Background: an optimization exercise with open tools, aiming at small area, a short achievable clock period and few clock cycles. Do not read the settings as production practice. At most, simulation tests tie the RTL to the original design; equivalence was not proved. No activity file was given, so power comes from the tool's default toggle rates.

== JK ==
==> flow/design.v <==
module nbc_stream_dec (
    input  wire        clk,
    input  wire        rst,
    input  wire        cmd_valid,
    output wire        cmd_ready,
    input  wire [1:0]  cmd_mode,
    input  wire [63:0] cmd_acc,
    input  wire        in_valid,
    output wire        in_ready,
    input  wire [63:0] in_data,
    output reg         out_valid,
    input  wire        out_ready,
    output reg  [63:0] out_data,
    output reg         out_last
);
    localparam S_COUNT = 2'd0;    
    localparam S_SLOT  = 2'd1;    
    localparam S_HDR   = 2'd2;    
    localparam S_END   = 2'd3;    
    reg [1:0]   state;
    reg         have_cmd;
    reg         cmd_rdy;
    reg         m_acc;       
    reg         m_delta;     
    reg [31:0]  remain;      
    reg         rem_zero;    
    reg         rem_is1;     
    reg         rem_le1;     
    reg [4:0]   blk_n;
    reg [7:0]   blk_m;       
    reg         odd;         
    reg [2:0]   idx;
    reg [4:0]   sm;          
    reg [4:0]   sc;          
    reg [63:0]  w0, w1, w2;
    reg [1:0]   wk;          
    reg         in_rdy;
    reg [4:0]   p;           
    reg         f_valid;
    reg         f_load;      
    reg         f_last;
    reg         f_acc;       
    reg         f_cy;        
    reg [63:0]  f;
    assign in_ready  = in_rdy;
    assign cmd_ready = cmd_rdy;
    wire go     = !out_valid || out_ready;   
    wire en1    = !f_valid || go;            
    wire cmd_go = cmd_valid && cmd_rdy;
    wire take   = in_valid && in_rdy;
    wire       drop  = p[4];                 
    wire [1:0] wk_e  = wk - {1'b0, drop};    
    wire       have1 = (wk_e != 2'd0);
    wire       have2 = wk_e[1];
    wire [127:0] win = drop ? {w2, w1} : {w1, w0};
    wire [63:0]  ext = win >> {p[3:0], 2'b00};
    wire [63:0] lo       = drop ? w1 : w0;
    wire [31:0] cnt      = lo[31:0];
    wire        cnt_zero = (cnt == 32'd0);
    wire [15:0] hdr     = (state == S_COUNT) ? lo[47:32] : ext[15:0];
    wire [4:0]  hdr_n   = hdr[4:0];
    wire [7:0]  hdr_m   = hdr[15:8];
    reg  [63:0] smask;
    integer j;
    always @(*) begin
        for (j = 0; j < 16; j = j + 1)
            smask[4*j +: 4] = (j < sm) ? 4'hF : 4'h0;
    end
    wire        last    = (idx == 3'd7);
    wire        pad7    = blk_n[0] & (odd ^ !blk_m[0] ^ !blk_m[1]);
    wire [4:0]  tot_s   = {1'b0, p[3:0]} + sc;
    wire        avail_s = (sc == 5'd0) || have2 || (have1 && (tot_s <= 5'd16));
    wire        rest_unstored = (blk_n == 5'd0) || (&blk_m[7:1]);
    wire        fin     = rem_le1 && rest_unstored;
    wire [4:0]  tot_h   = {1'b0, p[3:0]} + 5'd4;
    wire        avail_h = have2 || (have1 && (tot_h <= 5'd16));
    reg [1:0]   state_n;
    reg         have_cmd_n, f_valid_n;
    reg [4:0]   p_n;
    reg         start, slot_go;
    always @(*) begin
        state_n    = state;
        have_cmd_n = have_cmd;
        f_valid_n  = f_valid && !go;
        p_n        = {1'b0, p[3:0]};
        start      = 1'b0;
        slot_go    = 1'b0;
        if (cmd_go) begin
            have_cmd_n = 1'b1;
            f_valid_n  = 1'b1;
        end
        if (en1) begin
            case (state)
                S_COUNT: begin
                    if ((have_cmd || cmd_go) && have1) begin
                        start      = 1'b1;
                        have_cmd_n = 1'b0;
                        if (!cnt_zero) begin
                            p_n     = 5'd12;
                            state_n = S_SLOT;
                        end else begin
                            p_n     = 5'd16;
                        end
                    end
                end
                S_SLOT: begin
                    if (avail_s) begin
                        slot_go = 1'b1;
                        if (!rem_zero)
                            f_valid_n = 1'b1;
                        if (fin) begin
                            p_n     = (tot_s == 5'd0) ? 5'd0 : 5'd16;
                            state_n = (tot_s > 5'd16) ? S_END : S_COUNT;
                        end else begin
                            p_n = tot_s;
                            if (last)
                                state_n = S_HDR;
                        end
                    end
                end
                S_HDR: begin
                    if (avail_h) begin
                        p_n     = tot_h;
                        state_n = S_SLOT;
                    end
                end
                S_END: begin
                    p_n     = 5'd16;
                    state_n = S_COUNT;
                end
            endcase
        end
    end
    wire [1:0] wk_n = wk_e + {1'b0, take};
    always @(posedge clk) begin
        if (drop) begin
            w0 <= w1;
            w1 <= w2;
        end
        if (in_rdy) begin
            if (wk_e == 2'd0) w0 <= in_data;
            if (wk_e == 2'd1) w1 <= in_data;
            if (wk_e == 2'd2) w2 <= in_data;
        end
    end
    always @(posedge clk) begin
        if (en1 && (state == S_SLOT || (state == S_COUNT && cmd_rdy))) begin
            f      <= (state == S_COUNT) ? cmd_acc : (ext & smask);
            f_load <= (state == S_COUNT);
            f_last <= rem_is1;
            f_acc  <= (state != S_COUNT) && m_acc;
            f_cy   <= (state != S_COUNT) && m_delta;
        end
        if (cmd_go) begin
            m_acc   <= (cmd_mode == 2'd1) || (cmd_mode == 2'd2);
            m_delta <= (cmd_mode == 2'd1);
        end
        if (start) begin
            remain  <= cnt;
            rem_is1 <= (cnt == 32'd1);
            rem_le1 <= (cnt[31:1] == 31'd0);
        end
        if (slot_go && !rem_zero) begin
            remain  <= remain - 32'd1;
            rem_is1 <= (remain == 32'd2);
            rem_le1 <= (remain[31:2] == 30'd0) && !(remain[1] && remain[0]);
        end
        if (en1 && (state == S_COUNT || state == S_HDR)) begin
            blk_n   <= hdr_n;
            blk_m   <= hdr_m;
            odd     <= 1'b0;
            idx     <= 3'd0;
            sm      <= hdr_m[0] ? 5'd0 : hdr_n;
            sc      <= hdr_m[0] ? 5'd0 : hdr_n;
        end
        if (slot_go) begin
            idx   <= idx + 3'd1;
            blk_m <= {1'b1, blk_m[7:1]};
            odd   <= odd ^ !blk_m[0];
            sm    <= blk_m[1] ? 5'd0 : blk_n;
            if (idx == 3'd6)
                sc <= (blk_m[1] ? 5'd0 : blk_n) + {4'd0, pad7};
            else
                sc <= blk_m[1] ? 5'd0 : blk_n;
        end
        if (rst) begin
            state    <= S_COUNT;
            have_cmd <= 1'b0;
            cmd_rdy  <= 1'b1;
            f_valid  <= 1'b0;
            p        <= 5'd0;
            wk       <= 2'd0;
            in_rdy   <= 1'b1;
            rem_zero <= 1'b1;
        end else begin
            state    <= state_n;
            have_cmd <= have_cmd_n;
            cmd_rdy  <= (state_n == S_COUNT) && !have_cmd_n && !f_valid_n;
            f_valid  <= f_valid_n;
            p        <= p_n;
            wk       <= wk_n;
            in_rdy   <= (wk_n != 2'd3) || p_n[4];
            if (start)
                rem_zero <= cnt_zero;
            else if (slot_go && !rem_zero)
                rem_zero <= rem_is1;
        end
    end
    wire [63:0] a  = out_data & {64{f_acc}};
    wire [63:0] hp = a ^ f;
    wire [63:0] hg = out_data & f & {64{f_cy}};
    reg  [63:0] pg, pp;
    integer l, i;
    always @(*) begin
        pg = hg;
        pp = hp;
        for (l = 0; l < 6; l = l + 1)
            for (i = 0; i < 64; i = i + 1)
                if ((i >> l) & 1) begin
                    pg[i] = pg[i] | (pp[i] & pg[((i >> l) << l) - 1]);
                    pp[i] = pp[i] & pp[((i >> l) << l) - 1];
                end
    end
    wire [63:0] sink = hp ^ {pg[62:0], 1'b0};
    always @(posedge clk) begin
        if (rst) begin
            out_valid <= 1'b0;
        end else if (go) begin
            out_valid <= f_valid && !f_load;
            if (f_valid) begin
                out_data <= sink;
                out_last <= f_last;
            end
        end
    end
endmodule
make LEC_CHECK=0 CAP_MARGIN=20 CORE_MARGIN=2 CORE_UTILIZATION=30 SETUP_SLACK_MARGIN=4.5 SLEW_MARGIN=20 TNS_END_PERCENT=10 finish   # period 8.0 ns
run.sh (not shown) runs the stock make flow with config.mk's settings and CLKGATE_MAP_FILE= SYNTH_SCRIPT=/design/flow/synth_recipe.tcl, a recipe that flattens the netlist after the stock synthesis.
Relative to JK, the following input files were edited for MS:
--- a/flow/design.v
+++ b/flow/design.v
@@ -53,7 +53,22 @@
     wire       have1 = (wk_e != 2'd0);
     wire       have2 = wk_e[1];
     wire [127:0] win = drop ? {w2, w1} : {w1, w0};
-    wire [63:0]  ext = win >> {p[3:0], 2'b00};
+    reg  [75:0]  ext1;
+    reg  [63:0]  ext;
+    always @(*) begin
+        case (p[3:2])
+            2'd0: ext1 = win[75:0];
+            2'd1: ext1 = win[91:16];
+            2'd2: ext1 = win[107:32];
+            default: ext1 = win[123:48];
+        endcase
+        case (p[1:0])
+            2'd0: ext = ext1[63:0];
+            2'd1: ext = ext1[67:4];
+            2'd2: ext = ext1[71:8];
+            default: ext = ext1[75:12];
+        endcase
+    end
     wire [63:0] lo       = drop ? w1 : w0;
     wire [31:0] cnt      = lo[31:0];
     wire        cnt_zero = (cnt == 32'd0);
Findings:
- When MS is measured against JK, its total number of tap cells turns out about 6.5% lower.
- For MS, the critical path's slowest cell was sky130_fd_sc_hd__a2111oi_4, unlike JK, where it was sky130_fd_sc_hd__edfxtp_1.
- Relative to JK, the clock-buffer cell count of MS is higher by 3.
- Comparing the two runs side by side, MS comes out ahead of JK on total half-perimeter wirelength after legalization and detailed placement.
- Compared to JK, the routing of MS uses less wire.
- MS ended with less wire length on met2 than JK.
- Of JK and MS, JK shows the higher placement-stage cell area, with MS below it.
- MS vs. JK: via count fell by 5.2%, clock latency at the later pin of the worst-skew pair rose by 0.02 ns, die outline height fell by 5.8 um.
- MS completed end to end with timing, DRC and antenna clean.
No functional check of the RTL was part of any run of this note.

========
Starts from the design.v that is shown in full above.
Settings: LEC_CHECK=0, CAP_MARGIN=20, CORE_MARGIN=2, CORE_UTILIZATION=30, SETUP_SLACK_MARGIN=4.5, SLEW_MARGIN=20; clock period 8.0 ns.
Rerun with:
--- a/flow/design.v
+++ b/flow/design.v
@@ -34,9 +34,9 @@
     reg [4:0]   sc;          
     reg [63:0]  w0, w1, w2;
     reg [1:0]   wk;          
     reg         in_rdy;
-    reg [4:0]   p;           
+    reg [3:0]   p;           
     reg         f_valid;
     reg         f_load;      
     reg         f_last;
     reg         f_acc;       
@@ -47,15 +47,13 @@
     wire go     = !out_valid || out_ready;   
     wire en1    = !f_valid || go;            
     wire cmd_go = cmd_valid && cmd_rdy;
     wire take   = in_valid && in_rdy;
-    wire       drop  = p[4];                 
-    wire [1:0] wk_e  = wk - {1'b0, drop};    
-    wire       have1 = (wk_e != 2'd0);
-    wire       have2 = wk_e[1];
-    wire [127:0] win = drop ? {w2, w1} : {w1, w0};
-    wire [63:0]  ext = win >> {p[3:0], 2'b00};
-    wire [63:0] lo       = drop ? w1 : w0;
+    wire       have1 = (wk != 2'd0);
+    wire       have2 = wk[1];
+    wire [127:0] win = {w1, w0};
+    wire [63:0]  ext = win >> {p, 2'b00};
+    wire [63:0] lo       = w0;
     wire [31:0] cnt      = lo[31:0];
     wire        cnt_zero = (cnt == 32'd0);
     wire [15:0] hdr     = (state == S_COUNT) ? lo[47:32] : ext[15:0];
     wire [4:0]  hdr_n   = hdr[4:0];
@@ -67,13 +65,13 @@
             smask[4*j +: 4] = (j < sm) ? 4'hF : 4'h0;
     end
     wire        last    = (idx == 3'd7);
     wire        pad7    = blk_n[0] & (odd ^ !blk_m[0] ^ !blk_m[1]);
-    wire [4:0]  tot_s   = {1'b0, p[3:0]} + sc;
+    wire [4:0]  tot_s   = {1'b0, p} + sc;
     wire        avail_s = (sc == 5'd0) || have2 || (have1 && (tot_s <= 5'd16));
     wire        rest_unstored = (blk_n == 5'd0) || (&blk_m[7:1]);
     wire        fin     = rem_le1 && rest_unstored;
-    wire [4:0]  tot_h   = {1'b0, p[3:0]} + 5'd4;
+    wire [4:0]  tot_h   = {1'b0, p} + 5'd4;
     wire        avail_h = have2 || (have1 && (tot_h <= 5'd16));
     reg [1:0]   state_n;
     reg         have_cmd_n, f_valid_n;
     reg [4:0]   p_n;
@@ -81,9 +79,9 @@
     always @(*) begin
         state_n    = state;
         have_cmd_n = have_cmd;
         f_valid_n  = f_valid && !go;
-        p_n        = {1'b0, p[3:0]};
+        p_n        = {1'b0, p};
         start      = 1'b0;
         slot_go    = 1'b0;
         if (cmd_go) begin
             have_cmd_n = 1'b1;
@@ -130,19 +128,17 @@
                 end
             endcase
         end
     end
-    wire [1:0] wk_n = wk_e + {1'b0, take};
+    wire       adv  = p_n[4];
+    wire [1:0] wk_n = wk - {1'b0, adv} + {1'b0, take};
+    wire in0 = in_rdy && (adv ? (wk == 2'd1) : (wk == 2'd0));
+    wire in1 = in_rdy && (adv ? (wk == 2'd2) : (wk == 2'd1));
+    wire in2 = in_rdy && !adv && (wk == 2'd2);
     always @(posedge clk) begin
-        if (drop) begin
-            w0 <= w1;
-            w1 <= w2;
-        end
-        if (in_rdy) begin
-            if (wk_e == 2'd0) w0 <= in_data;
-            if (wk_e == 2'd1) w1 <= in_data;
-            if (wk_e == 2'd2) w2 <= in_data;
-        end
+        if (adv || in0) w0 <= in0 ? in_data : w1;
+        if (adv || in1) w1 <= in1 ? in_data : w2;
+        if (in2)        w2 <= in_data;
     end
     always @(posedge clk) begin
         if (en1 && (state == S_SLOT || (state == S_COUNT && cmd_rdy))) begin
             f      <= (state == S_COUNT) ? cmd_acc : (ext & smask);
@@ -187,20 +183,20 @@
             state    <= S_COUNT;
             have_cmd <= 1'b0;
             cmd_rdy  <= 1'b1;
             f_valid  <= 1'b0;
-            p        <= 5'd0;
+            p        <= 4'd0;
             wk       <= 2'd0;
             in_rdy   <= 1'b1;
             rem_zero <= 1'b1;
         end else begin
             state    <= state_n;
             have_cmd <= have_cmd_n;
             cmd_rdy  <= (state_n == S_COUNT) && !have_cmd_n && !f_valid_n;
             f_valid  <= f_valid_n;
-            p        <= p_n;
+            p        <= p_n[3:0];
             wk       <= wk_n;
-            in_rdy   <= (wk_n != 2'd3) || p_n[4];
+            in_rdy   <= (wk_n != 2'd3);
             if (start)
                 rem_zero <= cnt_zero;
             else if (slot_go && !rem_zero)
                 rem_zero <= rem_is1;
What happened:
- worst hold slack loses 0.0040 ns
- first-iteration DRC count came out lower by roughly a tenth
- via count came out lower by a little under a tenth
- non-clock buffer count came out higher by 43
- global-route usage came out lower by 0.17 points
No functional check of the RTL was part of any run of this note.

========
Setup of oak:
Another version of the RTL of nbc_stream_dec (not shown whole).
Size: ~400 flip-flops, ~200 I/O pins, ~25000 sq um of cells after synthesis.
clock: 8.0 ns
lec_check: 0
cap_margin: 20
core_margin: 2
core_utilization: 45
setup_slack_margin: 4.5
slew_margin: 20
tns_end_percent: 10
oak: flow completed, timing, DRC and antenna clean
Modified inputs, pine compared to oak
--- a/flow/design.v
+++ b/flow/design.v
@@ -48,31 +48,30 @@
     wire en1    = !f_valid || go;            
     wire cmd_go = cmd_valid && cmd_rdy;
     wire take   = in_valid && in_rdy;
     wire       drop  = p[4];                 
     wire [1:0] wk_e  = wk - {1'b0, drop};    
     wire       have1 = (wk_e != 2'd0);
     wire       have2 = wk_e[1];
     wire [127:0] win = drop ? {w2, w1} : {w1, w0};
-    wire [139:0] winx = {12'd0, win};
-    reg  [91:0]  ext1;
-    reg  [79:0]  ext;
+    reg  [75:0]  ext1;
+    reg  [63:0]  ext;
     always @(*) begin
         case (p[3:2])
-            2'd0: ext1 = winx[91:0];
-            2'd1: ext1 = winx[107:16];
-            2'd2: ext1 = winx[123:32];
-            default: ext1 = winx[139:48];
+            2'd0: ext1 = win[75:0];
+            2'd1: ext1 = win[91:16];
+            2'd2: ext1 = win[107:32];
+            default: ext1 = win[123:48];
         endcase
         case (p[1:0])
-            2'd0: ext = ext1[79:0];
-            2'd1: ext = ext1[83:4];
-            2'd2: ext = ext1[87:8];
-            default: ext = ext1[91:12];
+            2'd0: ext = ext1[63:0];
+            2'd1: ext = ext1[67:4];
+            2'd2: ext = ext1[71:8];
+            default: ext = ext1[75:12];
         endcase
     end
     wire [63:0] lo       = drop ? w1 : w0;
     wire [31:0] cnt      = lo[31:0];
     wire        cnt_zero = (cnt == 32'd0);
     wire [15:0] hdr     = (state == S_COUNT) ? lo[47:32] : ext[15:0];
     wire [4:0]  hdr_n   = hdr[4:0];
     wire [7:0]  hdr_m   = hdr[15:8];
@@ -85,24 +84,16 @@
     wire        last    = (idx == 3'd7);
     wire        pad7    = blk_n[0] & (odd ^ !blk_m[0] ^ !blk_m[1]);
     wire [4:0]  tot_s   = {1'b0, p[3:0]} + sc;
     wire        avail_s = (sc == 5'd0) || have2 || (have1 && (tot_s <= 5'd16));
     wire        rest_unstored = (blk_n == 5'd0) || (&blk_m[7:1]);
     wire        fin     = rem_le1 && rest_unstored;
     wire [4:0]  tot_h   = {1'b0, p[3:0]} + 5'd4;
     wire        avail_h = have2 || (have1 && (tot_h <= 5'd16));
-    wire        merge   = have2 && (p[3:0] <= 4'd11) && !rem_is1;
-    wire [4:0]  s0      = hdr_m[0] ? 5'd0 : hdr_n;
-    wire [4:0]  tot_m   = tot_h + s0;
-    reg  [63:0] s0mask;
-    always @(*) begin
-        for (j = 0; j < 16; j = j + 1)
-            s0mask[4*j +: 4] = (j < s0) ? 4'hF : 4'h0;
-    end
     reg [1:0]   state_c;
     reg         have_cmd_c, fv_c;
     reg [4:0]   p_c;
     reg         start_c, slot_go_c;
     always @(*) begin
         state_c    = state;
         have_cmd_c = have_cmd || cmd_go;
         fv_c       = cmd_go;
@@ -132,22 +123,17 @@
                     end else begin
                         p_c = tot_s;
                         if (last)
                             state_c = S_HDR;
                     end
                 end
             end
             S_HDR: begin
-                if (merge) begin
-                    slot_go_c = 1'b1;
-                    fv_c      = 1'b1;
-                    p_c       = tot_m;
-                    state_c   = S_SLOT;
-                end else if (avail_h) begin
+                if (avail_h) begin
                     p_c     = tot_h;
                     state_c = S_SLOT;
                 end
             end
             S_END: begin
                 p_c     = 5'd16;
                 state_c = S_COUNT;
             end
@@ -167,19 +153,18 @@
         end
         if (in_rdy) begin
             if (wk_e == 2'd0) w0 <= in_data;
             if (wk_e == 2'd1) w1 <= in_data;
             if (wk_e == 2'd2) w2 <= in_data;
         end
     end
     always @(posedge clk) begin
-        if (en1 && (state != S_END && (state != S_COUNT || cmd_rdy))) begin
-            f      <= (state == S_COUNT) ? cmd_acc :
-                      (state == S_HDR)   ? (ext[79:16] & s0mask) : (ext[63:0] & smask);
+        if (en1 && (state == S_SLOT || (state == S_COUNT && cmd_rdy))) begin
+            f      <= (state == S_COUNT) ? cmd_acc : (ext & smask);
             f_load <= (state == S_COUNT);
             f_last <= rem_is1;
             f_acc  <= (state != S_COUNT) && m_acc;
             f_cy   <= (state != S_COUNT) && m_delta;
         end
         if (cmd_go) begin
             m_acc   <= (cmd_mode == 2'd1) || (cmd_mode == 2'd2);
             m_delta <= (cmd_mode == 2'd1);
@@ -197,24 +182,17 @@
         if (en1 && (state == S_COUNT || state == S_HDR)) begin
             blk_n   <= hdr_n;
             blk_m   <= hdr_m;
             odd     <= 1'b0;
             idx     <= 3'd0;
             sm      <= hdr_m[0] ? 5'd0 : hdr_n;
             sc      <= hdr_m[0] ? 5'd0 : hdr_n;
         end
-        if (slot_go && state == S_HDR) begin
-            idx   <= 3'd1;
-            blk_m <= {1'b1, hdr_m[7:1]};
-            odd   <= !hdr_m[0];
-            sm    <= hdr_m[1] ? 5'd0 : hdr_n;
-            sc    <= hdr_m[1] ? 5'd0 : hdr_n;
-        end
-        if (slot_go && state == S_SLOT) begin
+        if (slot_go) begin
             idx   <= idx + 3'd1;
             blk_m <= {1'b1, blk_m[7:1]};
             odd   <= odd ^ !blk_m[0];
             sm    <= blk_m[1] ? 5'd0 : blk_n;
             if (idx == 3'd6)
                 sc <= (blk_m[1] ? 5'd0 : blk_n) + {4'd0, pad7};
             else
                 sc <= blk_m[1] ? 5'd0 : blk_n;
[summary]
Area: pine vs oak -> pine smaller. Changes observed in pine relative to oak: overall track demand over capacity in global routing decreased 3.6 points, average wire per cell in the routed design moved down, non-clock inverter total of the final layout -about 28%. Compared with oak, pine shows a power per unit of standard cell area that is 74 nW/um^2 lower. The sum of routed wire length over all layers number comes out higher for oak vs pine. pine has completed all stages; timing, DRC and antenna checks passed. oak reached the final stage; the timing, design-rule and antenna checks on its layout passed. Compared to oak, pine reaches a higher achievable clock. Diff pine..oak | number of buffers inserted for hold repair after clock tree synthesis | negligible. Relative to oak, synthesized area has decreased by about 9% in pine. Between oak and pine, critical path depth is higher for oak, pine comes in under that. On power: pine sits below oak. Compared with oak, pine shows share of synthesized cell area in and, or, nand and nor gates higher by 0.51 points. Comparing pine with oak, the sequential cell area came out essentially unchanged.
Testbench counts of pine, summed over its fixed seeds: cycles 16,918.
Only the layout flow was run in oak; the RTL was not checked for function there.

==> afterwards: timing with drivers on the ports <==
No port has a modelled driver above. Below, the same layouts with a new extraction and two added sets of constraints. Step 1 sets driving cells, clkbuf_16 on the clock port and buf_2 on the other inputs (assumed; they add their load-dependent delay and slew). Step 2 times the ports against the registers' clock, not the clock port: input delays grow and output delays shrink by t, the midpoint of the rising clock arrivals with the driver on. Slacks: ideal ports / drivers / drivers and shift; pairs: ideal ports / drivers.
run	t, ns	slack for setup (ns)	worst setup path after step 2	clock arrival spread, ns
JK	0.639	4.458 / 4.458 / 3.945	input to register	0.024 / 0.023
MS	0.656	4.397 / 4.397 / 4.067	input to register	0.028 / 0.028
the first run of note 2	0.654	4.475 / 4.475 / 4.202	input to register	0.033 / 0.032
the second run of note 2	0.639	4.256 / 4.256 / 3.709	input to register	0.030 / 0.030
oak	0.655	4.247 / 4.247 / 4.021	input to register	0.035 / 0.036
pine	0.660	4.532 / 4.532 / 4.138	input to register	0.038 / 0.038
After both steps every run listed still meets setup and hold. The setup slack of the second run of note 2, which loses most, moves by 0.000 ns with the drivers and by -0.547 ns with both steps.
